Context: an optimization exercise on an open-source flow, tuned for small area, a short achievable clock period and few clock cycles. The choices shown serve that exercise and are no tape-out recipe.
Where RTL was checked, it was by simulation tests only, not by an equivalence proof against the original.

==> job 6913: inputs <==
// mpd_engine
module mpd_engine (
    input  wire        clk,
    input  wire        rst,           
    input  wire        cmd_valid,
    output wire        cmd_ready,
    input  wire [31:0] cmd_data,
    output reg         gpio_valid,
    input  wire        gpio_ready,
    output wire [31:0] gpio_addr,
    output reg  [31:0] gpio_data,
    output reg         rsp_valid,
    output reg  [3:0]  rsp_err,
    output reg  [31:0] rsp_result,
    output wire [15:0] rsp_bus,
    output reg  [1:0]  rsp_rot,
    output wire [4:0]  rsp_devcnt
);
    localparam [3:0] E_OK      = 4'd0;
    localparam [3:0] E_ILLEGAL = 4'd1;
    localparam [3:0] E_WIDTH   = 4'd2;
    localparam [3:0] E_PIN     = 4'd3;
    localparam [3:0] E_DUP     = 4'd4;
    localparam [3:0] E_CTRL    = 4'd5;
    localparam [3:0] E_ROT     = 4'd7;
    localparam [3:0] E_OOB     = 4'd9;
    localparam [3:0] E_NOTCFG  = 4'd10;
    localparam [3:0] E_DEV     = 4'd12;
    localparam [3:0] E_FULL    = 4'd13;
    localparam [3:0] E_FATAL   = 4'd14;
    localparam [3:0] M_IDLE  = 4'd0;    
    localparam [3:0] M_TX    = 4'd1;    
    localparam [3:0] M_DRAIN = 4'd2;    
    localparam [3:0] M_W1    = 4'd3;    
    localparam [3:0] M_PIN   = 4'd4;    
    localparam [3:0] M_DEV   = 4'd5;    
    localparam [3:0] M_BUILD = 4'd6;    
    localparam [3:0] M_BSCAN = 4'd10;   
    localparam [3:0] M_ROT   = 4'd7;    
    localparam [3:0] M_BHDR  = 4'd8;    
    localparam [3:0] M_XLO   = 4'd9;    
    localparam [2:0] Q_CSA = 3'd0;
    localparam [2:0] Q_DCC = 3'd1;
    localparam [2:0] Q_DCD = 3'd2;
    localparam [2:0] Q_WRD = 3'd3;
    localparam [2:0] Q_SET = 3'd4;
    localparam [2:0] Q_CLR = 3'd5;
    localparam [2:0] Q_WRA = 3'd6;
  ...
export LEC_CHECK = 0
export CAP_MARGIN = 20
export CORE_MARGIN = 2
export CORE_UTILIZATION = 60
export CTS_BUF_LIST = sky130_fd_sc_hd__clkbuf_8
export CTS_CLUSTER_DIAMETER = 50
export CTS_CLUSTER_SIZE = 14
export SLEW_MARGIN = 20
create_clock -name core_clock -period 25.0 [get_ports {clk}]
standard.sh (not shown) runs the stock make flow with config.mk's settings and CLKGATE_MAP_FILE= SYNTH_SCRIPT=/design/flow/synth_recipe.tcl, a recipe that flattens the netlist after the stock synthesis.
==> flow/flow/run.sh <==
#!/bin/bash
# Standard layout (the standard.sh), with these changes to how it is
# made: the port buffers are buf_1 cells instead of the default pick; the
# timing repair steps aim for a large setup margin so that they size and
# buffer the paths that set the achieved period; and the clock tree is built
# without dummy loads. The SDC is unchanged.
export BUFFER_PORTS_ARGS="-buffer_cell sky130_fd_sc_hd__buf_1"
export SETUP_SLACK_MARGIN=18.75
export CTS_ARGS="-sink_clustering_enable -repair_clock_nets -dont_use_dummy_load -buf_list sky130_fd_sc_hd__clkbuf_8 -sink_clustering_size 14 -sink_clustering_max_diameter 50"
bash standard.sh > standard.log 2>&1
==> inputs of job 2436, as changes to job 6913 <==
--- a/flow/design.v
+++ b/flow/design.v
@@ -31,13 +31,12 @@
     localparam [3:0] M_TX    = 4'd1;    
     localparam [3:0] M_DRAIN = 4'd2;    
     localparam [3:0] M_W1    = 4'd3;    
     localparam [3:0] M_PIN   = 4'd4;    
     localparam [3:0] M_DEV   = 4'd5;    
     localparam [3:0] M_BUILD = 4'd6;    
-    localparam [3:0] M_BSCAN = 4'd10;   
     localparam [3:0] M_ROT   = 4'd7;    
     localparam [3:0] M_BHDR  = 4'd8;    
     localparam [3:0] M_XLO   = 4'd9;    
     localparam [2:0] Q_CSA = 3'd0;
     localparam [2:0] Q_DCC = 3'd1;
     localparam [2:0] Q_DCD = 3'd2;
@@ -125,16 +124,12 @@
             2'd1: cbyte = w[15:8];
             2'd2: cbyte = w[23:16];
             default: cbyte = w[31:24];
         endcase
     end
     wire changed = !last_valid || (last_byte != cbyte);
-    reg  lbv, chg;
-    wire wrd_ready = (mst == M_TX) && (sq == Q_WRD) && (srcc || iv);
-    wire lb_take   = wrd_ready && !lbv;
-    wire chg_now   = lbv ? chg : changed;
     reg  [6:0] gab;
     reg  [2:0] first_g, next_g;
     always @(*) begin
         for (i = 0; i < 7; i = i + 1)
             gab[i] = gmask[i] && (i > g);
         first_g = 3'd0;
@@ -165,21 +160,23 @@
             if ((ip[i][7:5] == g) && (last_byte[i] ^ (esq == Q_CLR)))
                 dmask = dmask | (32'd1 << ip[i][4:0]);
     end
     wire [31:0] n_gd   = isdata ? dmask : (32'd1 << cpin[4:0]);
     wire [2:0]  n_gg   = isdata ? g : cpin[7:5];
     wire        n_gclr = isdata ? (esq == Q_CLR) : (cpol ^ cact);
-    reg       rbit;
+    reg [1:0] rpair;
     always @(*) begin
-        rbit = 1'b0;
-        for (i = 0; i < 27; i = i + 1)
-            if (rem[4:0] == i[4:0]) rbit = w[i];
-    end
-    wire [6:0] rt    = {res, rbit};
-    wire [7:0] rstep = (rt >= 7'd45) ? {1'b0, rt - 7'd45} : {1'b0, rt};
-    wire [5:0] rinit = w[27] ? 6'd44 : 6'd0;
+        rpair = 2'd0;
+        for (i = 0; i < 13; i = i + 1)
+            if (rem[3:0] == i[3:0]) rpair = w[2*i +: 2];
+    end
+    wire [7:0] rt    = {res, 2'b00} + {6'd0, rpair};
+    wire [7:0] rstep = (rt >= 8'd135) ? rt - 8'd135 :
+                       (rt >= 8'd90)  ? rt - 8'd90  :
+                       (rt >= 8'd45)  ? rt - 8'd45  : rt;
+    wire [5:0] rinit = w[27] ? (w[26] ? 6'd44 : 6'd43) : {5'd0, w[26]};
     reg  [2:0] xcode;
     always @(*) begin
         if (mst == M_XLO)
             xcode = xc;
         else if (xfk) begin
             case (rsp_rot)
@@ -218,14 +215,12 @@
     wire       f_mc   = bmc  || sc_mc;
     wire       f_pin  = bpin || sc_pin;
     wire       f_dup  = bdup || sc_dup;
     wire [3:0] b_err  = f_md ? E_WIDTH : f_mc ? E_CTRL : f_pin ? E_PIN :
                         f_dup ? E_DUP : E_OK;
     wire       sc_new = !hc[3] && (sp[0][7:5] != 3'd7) && !gmask[sp[0][7:5]];
-    wire       bscan  = ((mst == M_BUILD) && (hc == 4'd0)) || (mst == M_BSCAN);
-    wire       bfin   = (mst == M_BSCAN) && (hc == 4'd10);
     wire drain_last = ((dtx ? (w[15:3] == 13'd0) : (w[31:3] == 29'd0)) &&
                        !(w[2] && (w[1] || w[0])));
     wire [5:0] dhi    = w[7:2] - {5'd0, (k == 2'd0)};
     wire [7:0] dbyte  = (k == 2'd0) ? {dhi, w[1:0]} : (w[7:0] - {7'd0, srcc});
     wire       dbout  = (k == 2'd0) ? (w[7:2] == 6'd0) : (srcc && (w[7:0] == 8'd0));
     wire       dtx_legal = (w[25:24] == 2'b00) && (w[27] || (w[23:16] == 8'd0)) && w[26];
@@ -237,13 +232,14 @@
     reg         n_txc, n_txd, n_srcc, n_dtx;
     reg  [15:0] n_rem;
     reg  [1:0]  n_k;
     reg  [2:0]  n_g;
     reg  [6:0]  n_gmask;
     reg  [2:0]  n_ng;
-    reg         n_ready, n_fatal;
+    reg         n_ready, n_fatal, n_lvalid;
+    reg  [7:0]  n_lbyte;
     reg         n_bmd, n_bmc, n_bpin, n_bdup;
     reg  [3:0]  n_devcnt;
     reg         n_xfk;
     reg  [2:0]  n_xc;
     reg  [31:0] n_result;
     reg  [1:0]  n_rot;
@@ -263,12 +259,14 @@
         n_k      = k;
         n_g      = g;
         n_gmask  = gmask;
         n_ng     = ng;
         n_ready  = bus_ready;
         n_fatal  = bus_fatal;
+        n_lvalid = last_valid;
+        n_lbyte  = last_byte;
         n_bmd    = bmd;
         n_bmc    = bmc;
         n_bpin   = bpin;
         n_bdup   = bdup;
         n_devcnt = devcnt;
         n_xfk    = xfk;
@@ -299,14 +297,16 @@
                 Q_DCD: begin
                     n_srcc = 1'b0;
                     n_k    = 2'd0;
                     n_sq   = (rem == 16'd0) ? Q_CSD : Q_WRD;
                 end
                 Q_WRD: begin
+                    n_lvalid = 1'b1;
+                    n_lbyte  = cbyte;
                     n_g      = first_g;
-                    n_sq     = chg_now ? Q_SET : Q_WRA;
+                    n_sq     = changed ? Q_SET : Q_WRA;
                     if (!srcc) begin
                         n_rem = rem - 16'd1;
                         n_k   = k + 2'd1;
                     end
                     if (srcc || (k == 2'd3) || (rem == 16'd1)) rel = 1'b1;
                 end
@@ -340,12 +340,13 @@
                     if (w[27:0] != 28'd0) begin
                         n_rv = 1'b1; n_err = E_ILLEGAL;
                     end else if (bus_fatal) begin
                         n_rv = 1'b1; n_err = E_FATAL;
                     end else begin
                         n_mst   = M_BUILD;
+                        n_rem   = 16'd10;
                         n_bmd   = 1'b0;
                         n_bmc   = 1'b0;
                         n_bpin  = 1'b0;
                         n_bdup  = 1'b0;
                         n_gmask = 7'd0;
                         n_ng    = 3'd0;
@@ -363,13 +364,13 @@
                             n_k   = 2'd0;
                         end
                     end
                 end
                 4'h4: begin  
                     n_mst = M_ROT;
-                    n_rem = 16'd26;
+                    n_rem = 16'd12;
                 end
                 4'h5: begin  
                     rel  = 1'b1;
                     n_rv = 1'b1;
                     if (w[27:0] != 28'd0)
                         n_err = E_ILLEGAL;
@@ -419,13 +420,13 @@
                     n_xfk = 1'b0;
                     n_xe  = 2'd1;
                 end
                 4'hD: begin  
                     rel   = 1'b1;
                     n_mst = M_BHDR;
-                    n_k   = 2'd2;
+                    n_rem = 16'd2;
                 end
                 4'h3: ;
                 default: begin
                     rel  = 1'b1;
                     n_rv = 1'b1; n_err = E_ILLEGAL;
                 end
@@ -443,37 +444,39 @@
             if (op == 4'h9) begin
                 n_devcnt = devcnt + 4'd1;
                 n_result = {29'd0, devcnt[2:0]};
             end
         end
         case (mst)
-            M_BUILD, M_BSCAN: if (bscan) begin
-                n_mst  = M_BSCAN;
+            M_BUILD: begin
                 n_bmd  = f_md;
                 n_bmc  = f_mc;
                 n_bpin = f_pin;
                 n_bdup = f_dup;
                 if (sc_new) begin
                     n_gmask[sp[0][7:5]] = 1'b1;
                     n_ng = ng + 3'd1;
                 end
-                if (bfin) begin
+                n_rem = rem - 16'd1;
+                if (rem[3:0] == 4'd0) begin
                     n_mst    = M_IDLE;
                     n_rv     = 1'b1;
                     n_err    = b_err;
+                    n_lvalid = 1'b0;
+                    n_lbyte  = 8'd0;
                     if (b_err != E_OK) begin
                         n_ready = 1'b0;
                         n_fatal = 1'b1;
                         n_ng    = 3'd0;
                     end else
                         n_ready = 1'b1;
                 end
             end
             M_ROT: begin
                 n_rem = rem - 16'd1;
-                if (rem[4:0] == 5'd0) begin
+                if (rem[3:0] == 4'd0) begin
                     rel   = 1'b1;
                     n_mst = M_IDLE;
                     n_rv  = 1'b1;
                     if ((rstep == 8'd0) && !w[0]) begin
                         n_err = E_OK;
                         n_rot = w[2:1];
@@ -499,14 +502,14 @@
                 n_rv  = 1'b1;
                 n_result[15:0] = xout;
             end
             M_BHDR: begin
                 if (iv) begin
                     rel = 1'b1;
-                    if (k != 2'd0)
-                        n_k = k - 2'd1;
+                    if (rem[1:0] != 2'd0)
+                        n_rem = rem - 16'd1;
                     else begin
                         n_err = E_ILLEGAL;
                         if (w == 32'd0) begin
                             n_mst = M_IDLE;
                             n_rv  = 1'b1;
                         end else begin
@@ -546,40 +549,40 @@
         sp[10] <= pin_go ? w[7:0] : sp[0];
         if (act && (op == 4'h1) && pin_legal && w[27])
             spol[w[25:24]] <= w[23];
         for (i = 0; i < 7; i = i + 1)
             dp[i] <= dp[i + 1];
         dp[7] <= dev_go ? dev_new : dp[0];
-        if (bscan) begin
+        if (mst == M_BUILD) begin
             for (i = 0; i < 11; i = i + 1)
                 if (hc == i[3:0]) ip[i] <= sp[0];
-            if (bfin)
+            if (rem[3:0] == 4'd0)
                 ipol <= spol;
         end
         res <= (mst == M_ROT) ? rstep[5:0] : rinit;
         if (free) begin
             gpio_data <= n_gd;
             gg        <= n_gg;
             gclr      <= n_gclr;
             sq        <= n_sq;
             txc       <= n_txc;
             txd       <= n_txd;
             srcc      <= n_srcc;
+            dtx       <= n_dtx;
             rem       <= n_rem;
             k         <= n_k;
             g         <= n_g;
+            gmask     <= n_gmask;
+            bmd       <= n_bmd;
+            bmc       <= n_bmc;
+            bpin      <= n_bpin;
+            bdup      <= n_bdup;
+            xfk       <= n_xfk;
+            xc        <= n_xc;
+            xe        <= n_xe;
         end
-        gmask <= n_gmask;
-        bmd   <= n_bmd;
-        bmc   <= n_bmc;
-        bpin  <= n_bpin;
-        bdup  <= n_bdup;
-        xfk   <= n_xfk;
-        xc    <= n_xc;
-        xe    <= n_xe;
-        dtx   <= n_dtx;
         rsp_err <= n_err;
         rstd    <= rst;
     end
     always @(posedge clk) begin
         if (rst) begin
             cr         <= 1'b1;
@@ -604,39 +607,28 @@
             sv         <= 11'd0;
             hc         <= 4'd0;
             hd         <= 3'd0;
             devcnt     <= 4'd0;
             bus_ready  <= 1'b0;
             bus_fatal  <= 1'b0;
+            last_valid <= 1'b0;
+            last_byte  <= 8'd0;
             ng         <= 3'd0;
             rsp_rot    <= 2'd0;
             rsp_result <= 32'd0;
         end else begin
             sv <= {pin_go || sv[0], sv[10:1]};
             hc <= (hc == 4'd10) ? 4'd0 : hc + 4'd1;
             hd <= hd + 3'd1;
-            devcnt     <= n_devcnt;
-            bus_ready  <= n_ready;
-            bus_fatal  <= n_fatal;
-            ng         <= n_ng;
-            rsp_rot    <= n_rot;
-            rsp_result <= n_result;
+            if (free) begin
+                devcnt     <= n_devcnt;
+                bus_ready  <= n_ready;
+                bus_fatal  <= n_fatal;
+                last_valid <= n_lvalid;
+                last_byte  <= n_lbyte;
+                ng         <= n_ng;
+                rsp_rot    <= n_rot;
+                rsp_result <= n_result;
+            end
         end
     end
-    always @(posedge clk) begin
-        if (rstd || bfin) begin
-            last_valid <= 1'b0;
-            last_byte  <= 8'd0;
-        end else if (lb_take) begin
-            last_valid <= 1'b1;
-            last_byte  <= cbyte;
-        end
-        if (lb_take)
-            chg <= changed;
-        if (rst)
-            lbv <= 1'b0;
-        else if (free && want && (esq == Q_WRD))
-            lbv <= 1'b0;
-        else if (lb_take)
-            lbv <= 1'b1;
-    end
 endmodule
==> flow/flow/run.sh (replaced) <==
#!/bin/bash
# Standard layout (the standard.sh), with two changes to how it is made:
# the port buffers are buf_4 cells instead of the default pick, and the
# timing repair steps aim for a large setup margin so that they size and
# buffer the paths that set the achieved period. The SDC is unchanged.
export BUFFER_PORTS_ARGS="-buffer_cell sky130_fd_sc_hd__buf_4"
export SETUP_SLACK_MARGIN=19.4
bash standard.sh > standard.log 2>&1
Settings changed: CORE_UTILIZATION 60 to 40, CTS_BUF_LIST sky130_fd_sc_hd__clkbuf_8 to unset, CTS_CLUSTER_DIAMETER 50 to unset, CTS_CLUSTER_SIZE 14 to unset.
==> inputs of job 5693, as changes to job 6913 <==
--- a/flow/design.v
+++ b/flow/design.v
@@ -31,13 +31,12 @@
     localparam [3:0] M_TX    = 4'd1;    
     localparam [3:0] M_DRAIN = 4'd2;    
     localparam [3:0] M_W1    = 4'd3;    
     localparam [3:0] M_PIN   = 4'd4;    
     localparam [3:0] M_DEV   = 4'd5;    
     localparam [3:0] M_BUILD = 4'd6;    
-    localparam [3:0] M_BSCAN = 4'd10;   
     localparam [3:0] M_ROT   = 4'd7;    
     localparam [3:0] M_BHDR  = 4'd8;    
     localparam [3:0] M_XLO   = 4'd9;    
     localparam [2:0] Q_CSA = 3'd0;
     localparam [2:0] Q_DCC = 3'd1;
     localparam [2:0] Q_DCD = 3'd2;
@@ -125,16 +124,12 @@
             2'd1: cbyte = w[15:8];
             2'd2: cbyte = w[23:16];
             default: cbyte = w[31:24];
         endcase
     end
     wire changed = !last_valid || (last_byte != cbyte);
-    reg  lbv, chg;
-    wire wrd_ready = (mst == M_TX) && (sq == Q_WRD) && (srcc || iv);
-    wire lb_take   = wrd_ready && !lbv;
-    wire chg_now   = lbv ? chg : changed;
     reg  [6:0] gab;
     reg  [2:0] first_g, next_g;
     always @(*) begin
         for (i = 0; i < 7; i = i + 1)
             gab[i] = gmask[i] && (i > g);
         first_g = 3'd0;
@@ -218,14 +213,12 @@
     wire       f_mc   = bmc  || sc_mc;
     wire       f_pin  = bpin || sc_pin;
     wire       f_dup  = bdup || sc_dup;
     wire [3:0] b_err  = f_md ? E_WIDTH : f_mc ? E_CTRL : f_pin ? E_PIN :
                         f_dup ? E_DUP : E_OK;
     wire       sc_new = !hc[3] && (sp[0][7:5] != 3'd7) && !gmask[sp[0][7:5]];
-    wire       bscan  = ((mst == M_BUILD) && (hc == 4'd0)) || (mst == M_BSCAN);
-    wire       bfin   = (mst == M_BSCAN) && (hc == 4'd10);
     wire drain_last = ((dtx ? (w[15:3] == 13'd0) : (w[31:3] == 29'd0)) &&
                        !(w[2] && (w[1] || w[0])));
     wire [5:0] dhi    = w[7:2] - {5'd0, (k == 2'd0)};
     wire [7:0] dbyte  = (k == 2'd0) ? {dhi, w[1:0]} : (w[7:0] - {7'd0, srcc});
     wire       dbout  = (k == 2'd0) ? (w[7:2] == 6'd0) : (srcc && (w[7:0] == 8'd0));
     wire       dtx_legal = (w[25:24] == 2'b00) && (w[27] || (w[23:16] == 8'd0)) && w[26];
@@ -237,13 +230,14 @@
     reg         n_txc, n_txd, n_srcc, n_dtx;
     reg  [15:0] n_rem;
     reg  [1:0]  n_k;
     reg  [2:0]  n_g;
     reg  [6:0]  n_gmask;
     reg  [2:0]  n_ng;
-    reg         n_ready, n_fatal;
+    reg         n_ready, n_fatal, n_lvalid;
+    reg  [7:0]  n_lbyte;
     reg         n_bmd, n_bmc, n_bpin, n_bdup;
     reg  [3:0]  n_devcnt;
     reg         n_xfk;
     reg  [2:0]  n_xc;
     reg  [31:0] n_result;
     reg  [1:0]  n_rot;
@@ -263,12 +257,14 @@
         n_k      = k;
         n_g      = g;
         n_gmask  = gmask;
         n_ng     = ng;
         n_ready  = bus_ready;
         n_fatal  = bus_fatal;
+        n_lvalid = last_valid;
+        n_lbyte  = last_byte;
         n_bmd    = bmd;
         n_bmc    = bmc;
         n_bpin   = bpin;
         n_bdup   = bdup;
         n_devcnt = devcnt;
         n_xfk    = xfk;
@@ -299,14 +295,16 @@
                 Q_DCD: begin
                     n_srcc = 1'b0;
                     n_k    = 2'd0;
                     n_sq   = (rem == 16'd0) ? Q_CSD : Q_WRD;
                 end
                 Q_WRD: begin
+                    n_lvalid = 1'b1;
+                    n_lbyte  = cbyte;
                     n_g      = first_g;
-                    n_sq     = chg_now ? Q_SET : Q_WRA;
+                    n_sq     = changed ? Q_SET : Q_WRA;
                     if (!srcc) begin
                         n_rem = rem - 16'd1;
                         n_k   = k + 2'd1;
                     end
                     if (srcc || (k == 2'd3) || (rem == 16'd1)) rel = 1'b1;
                 end
@@ -340,12 +338,13 @@
                     if (w[27:0] != 28'd0) begin
                         n_rv = 1'b1; n_err = E_ILLEGAL;
                     end else if (bus_fatal) begin
                         n_rv = 1'b1; n_err = E_FATAL;
                     end else begin
                         n_mst   = M_BUILD;
+                        n_rem   = 16'd10;
                         n_bmd   = 1'b0;
                         n_bmc   = 1'b0;
                         n_bpin  = 1'b0;
                         n_bdup  = 1'b0;
                         n_gmask = 7'd0;
                         n_ng    = 3'd0;
@@ -419,13 +418,13 @@
                     n_xfk = 1'b0;
                     n_xe  = 2'd1;
                 end
                 4'hD: begin  
                     rel   = 1'b1;
                     n_mst = M_BHDR;
-                    n_k   = 2'd2;
+                    n_rem = 16'd2;
                 end
                 4'h3: ;
                 default: begin
                     rel  = 1'b1;
                     n_rv = 1'b1; n_err = E_ILLEGAL;
                 end
@@ -443,26 +442,28 @@
             if (op == 4'h9) begin
                 n_devcnt = devcnt + 4'd1;
                 n_result = {29'd0, devcnt[2:0]};
             end
         end
         case (mst)
-            M_BUILD, M_BSCAN: if (bscan) begin
-                n_mst  = M_BSCAN;
+            M_BUILD: begin
                 n_bmd  = f_md;
                 n_bmc  = f_mc;
                 n_bpin = f_pin;
                 n_bdup = f_dup;
                 if (sc_new) begin
                     n_gmask[sp[0][7:5]] = 1'b1;
                     n_ng = ng + 3'd1;
                 end
-                if (bfin) begin
+                n_rem = rem - 16'd1;
+                if (rem[3:0] == 4'd0) begin
                     n_mst    = M_IDLE;
                     n_rv     = 1'b1;
                     n_err    = b_err;
+                    n_lvalid = 1'b0;
+                    n_lbyte  = 8'd0;
                     if (b_err != E_OK) begin
                         n_ready = 1'b0;
                         n_fatal = 1'b1;
                         n_ng    = 3'd0;
                     end else
                         n_ready = 1'b1;
@@ -499,14 +500,14 @@
                 n_rv  = 1'b1;
                 n_result[15:0] = xout;
             end
             M_BHDR: begin
                 if (iv) begin
                     rel = 1'b1;
-                    if (k != 2'd0)
-                        n_k = k - 2'd1;
+                    if (rem[1:0] != 2'd0)
+                        n_rem = rem - 16'd1;
                     else begin
                         n_err = E_ILLEGAL;
                         if (w == 32'd0) begin
                             n_mst = M_IDLE;
                             n_rv  = 1'b1;
                         end else begin
@@ -546,40 +547,40 @@
         sp[10] <= pin_go ? w[7:0] : sp[0];
         if (act && (op == 4'h1) && pin_legal && w[27])
             spol[w[25:24]] <= w[23];
         for (i = 0; i < 7; i = i + 1)
             dp[i] <= dp[i + 1];
         dp[7] <= dev_go ? dev_new : dp[0];
-        if (bscan) begin
+        if (mst == M_BUILD) begin
             for (i = 0; i < 11; i = i + 1)
                 if (hc == i[3:0]) ip[i] <= sp[0];
-            if (bfin)
+            if (rem[3:0] == 4'd0)
                 ipol <= spol;
         end
         res <= (mst == M_ROT) ? rstep[5:0] : rinit;
         if (free) begin
             gpio_data <= n_gd;
             gg        <= n_gg;
             gclr      <= n_gclr;
             sq        <= n_sq;
             txc       <= n_txc;
             txd       <= n_txd;
             srcc      <= n_srcc;
+            dtx       <= n_dtx;
             rem       <= n_rem;
             k         <= n_k;
             g         <= n_g;
+            gmask     <= n_gmask;
+            bmd       <= n_bmd;
+            bmc       <= n_bmc;
+            bpin      <= n_bpin;
+            bdup      <= n_bdup;
+            xfk       <= n_xfk;
+            xc        <= n_xc;
+            xe        <= n_xe;
         end
-        gmask <= n_gmask;
-        bmd   <= n_bmd;
-        bmc   <= n_bmc;
-        bpin  <= n_bpin;
-        bdup  <= n_bdup;
-        xfk   <= n_xfk;
-        xc    <= n_xc;
-        xe    <= n_xe;
-        dtx   <= n_dtx;
         rsp_err <= n_err;
         rstd    <= rst;
     end
     always @(posedge clk) begin
         if (rst) begin
             cr         <= 1'b1;
@@ -604,39 +605,28 @@
             sv         <= 11'd0;
             hc         <= 4'd0;
             hd         <= 3'd0;
             devcnt     <= 4'd0;
             bus_ready  <= 1'b0;
             bus_fatal  <= 1'b0;
+            last_valid <= 1'b0;
+            last_byte  <= 8'd0;
             ng         <= 3'd0;
             rsp_rot    <= 2'd0;
             rsp_result <= 32'd0;
         end else begin
             sv <= {pin_go || sv[0], sv[10:1]};
             hc <= (hc == 4'd10) ? 4'd0 : hc + 4'd1;
             hd <= hd + 3'd1;
-            devcnt     <= n_devcnt;
-            bus_ready  <= n_ready;
-            bus_fatal  <= n_fatal;
-            ng         <= n_ng;
-            rsp_rot    <= n_rot;
-            rsp_result <= n_result;
+            if (free) begin
+                devcnt     <= n_devcnt;
+                bus_ready  <= n_ready;
+                bus_fatal  <= n_fatal;
+                last_valid <= n_lvalid;
+                last_byte  <= n_lbyte;
+                ng         <= n_ng;
+                rsp_rot    <= n_rot;
+                rsp_result <= n_result;
+            end
         end
     end
-    always @(posedge clk) begin
-        if (rstd || bfin) begin
-            last_valid <= 1'b0;
-            last_byte  <= 8'd0;
-        end else if (lb_take) begin
-            last_valid <= 1'b1;
-            last_byte  <= cbyte;
-        end
-        if (lb_take)
-            chg <= changed;
-        if (rst)
-            lbv <= 1'b0;
-        else if (free && want && (esq == Q_WRD))
-            lbv <= 1'b0;
-        else if (lb_take)
-            lbv <= 1'b1;
-    end
 endmodule
==> flow/flow/run.sh (replaced) <==
#!/bin/bash
# Standard layout (the standard.sh), with two changes to how it is made:
# the port buffers are buf_2 cells instead of the default pick, and the
# timing repair steps aim for a large setup margin so that they size and
# buffer the paths that set the achieved period. The SDC is unchanged.
export BUFFER_PORTS_ARGS="-buffer_cell sky130_fd_sc_hd__buf_2"
export SETUP_SLACK_MARGIN=18.65
bash standard.sh > standard.log 2>&1
Settings changed: CORE_UTILIZATION 60 to 50, CTS_CLUSTER_DIAMETER 50 to 60, CTS_CLUSTER_SIZE 14 to 18.
==> metrics.cfg <==
[run_status]
status=complete, no violations

[power]
swShare=0.398
power_frac_clock=0.214
comb_power_mw=0.748

[setup_path]
r2r_end=rsp_err[0]

[final_layout]
sh_seq_area=0.461

-- figures above: job 5693

==> metrics.cfg <==
[grt]
met2_usage=0.459

[power]
swShare=0.394

[run_status]
status=complete, no violations

[final_layout]
sh_seq_area=0.416
final_cell_mix=214 x dfxtp_1, 205 x edfxtp_1, 203 x nor2_1

[floorplanning]
die_y_um=248

[timing]
period_minus_slack_ps=6150

[setup_path]
r2r_end=rsp_err[0]

[drt]
viasPerCell=6.18

-- figures above: job 2436

==> metrics.cfg <==
[final_layout]
sh_seq_area=0.472
final_cell_area_um2=24600

[power]
swShare=0.417
power_frac_clock=0.165

[run_status]
status=complete, no violations

[setup_path]
r2r_end=rsp_err[1]

-- figures above: job 6913

Testbench counts of job 6913, summed over its fixed seeds: cycles 187,449.
Testbench counts of job 2436, summed over its fixed seeds: cycles 186,413.
For job 5693, only the layout was checked, not whether the RTL still works.

re-timing with driven ports:
Ports are ideal in the flow. The routed layouts listed here were re-timed in OpenROAD.
Step 1 sets driving cells, clkbuf_16 on the clock port and buf_2 on the other inputs (assumed; they add their load-dependent delay and slew).
Step 2 times the ports against the registers' clock, not the clock port: input delays grow and output delays shrink by t, the midpoint of the rising clock arrivals with the driver on.
a / b / c = ideal / step 1 / step 2; a / b = the first two.
| run | t (ns) | setup slack, ns | hold slack, ns |
|---|---|---|---|
| job 6913 | 0.659 | 18.748 / 18.695 / 18.340 | 0.301 / 0.301 / 0.301 |
| job 2436 | 0.661 | 18.853 / 18.793 / 18.582 | 0.322 / 0.322 / 0.322 |
| job 5693 | 0.697 | 18.672 / 18.619 / 18.095 | 0.328 / 0.328 / 0.328 |
After both steps every run listed still meets setup and hold. The setup slack of job 5693, which loses most, moves by -0.053 ns with the drivers and by -0.577 ns with both steps.
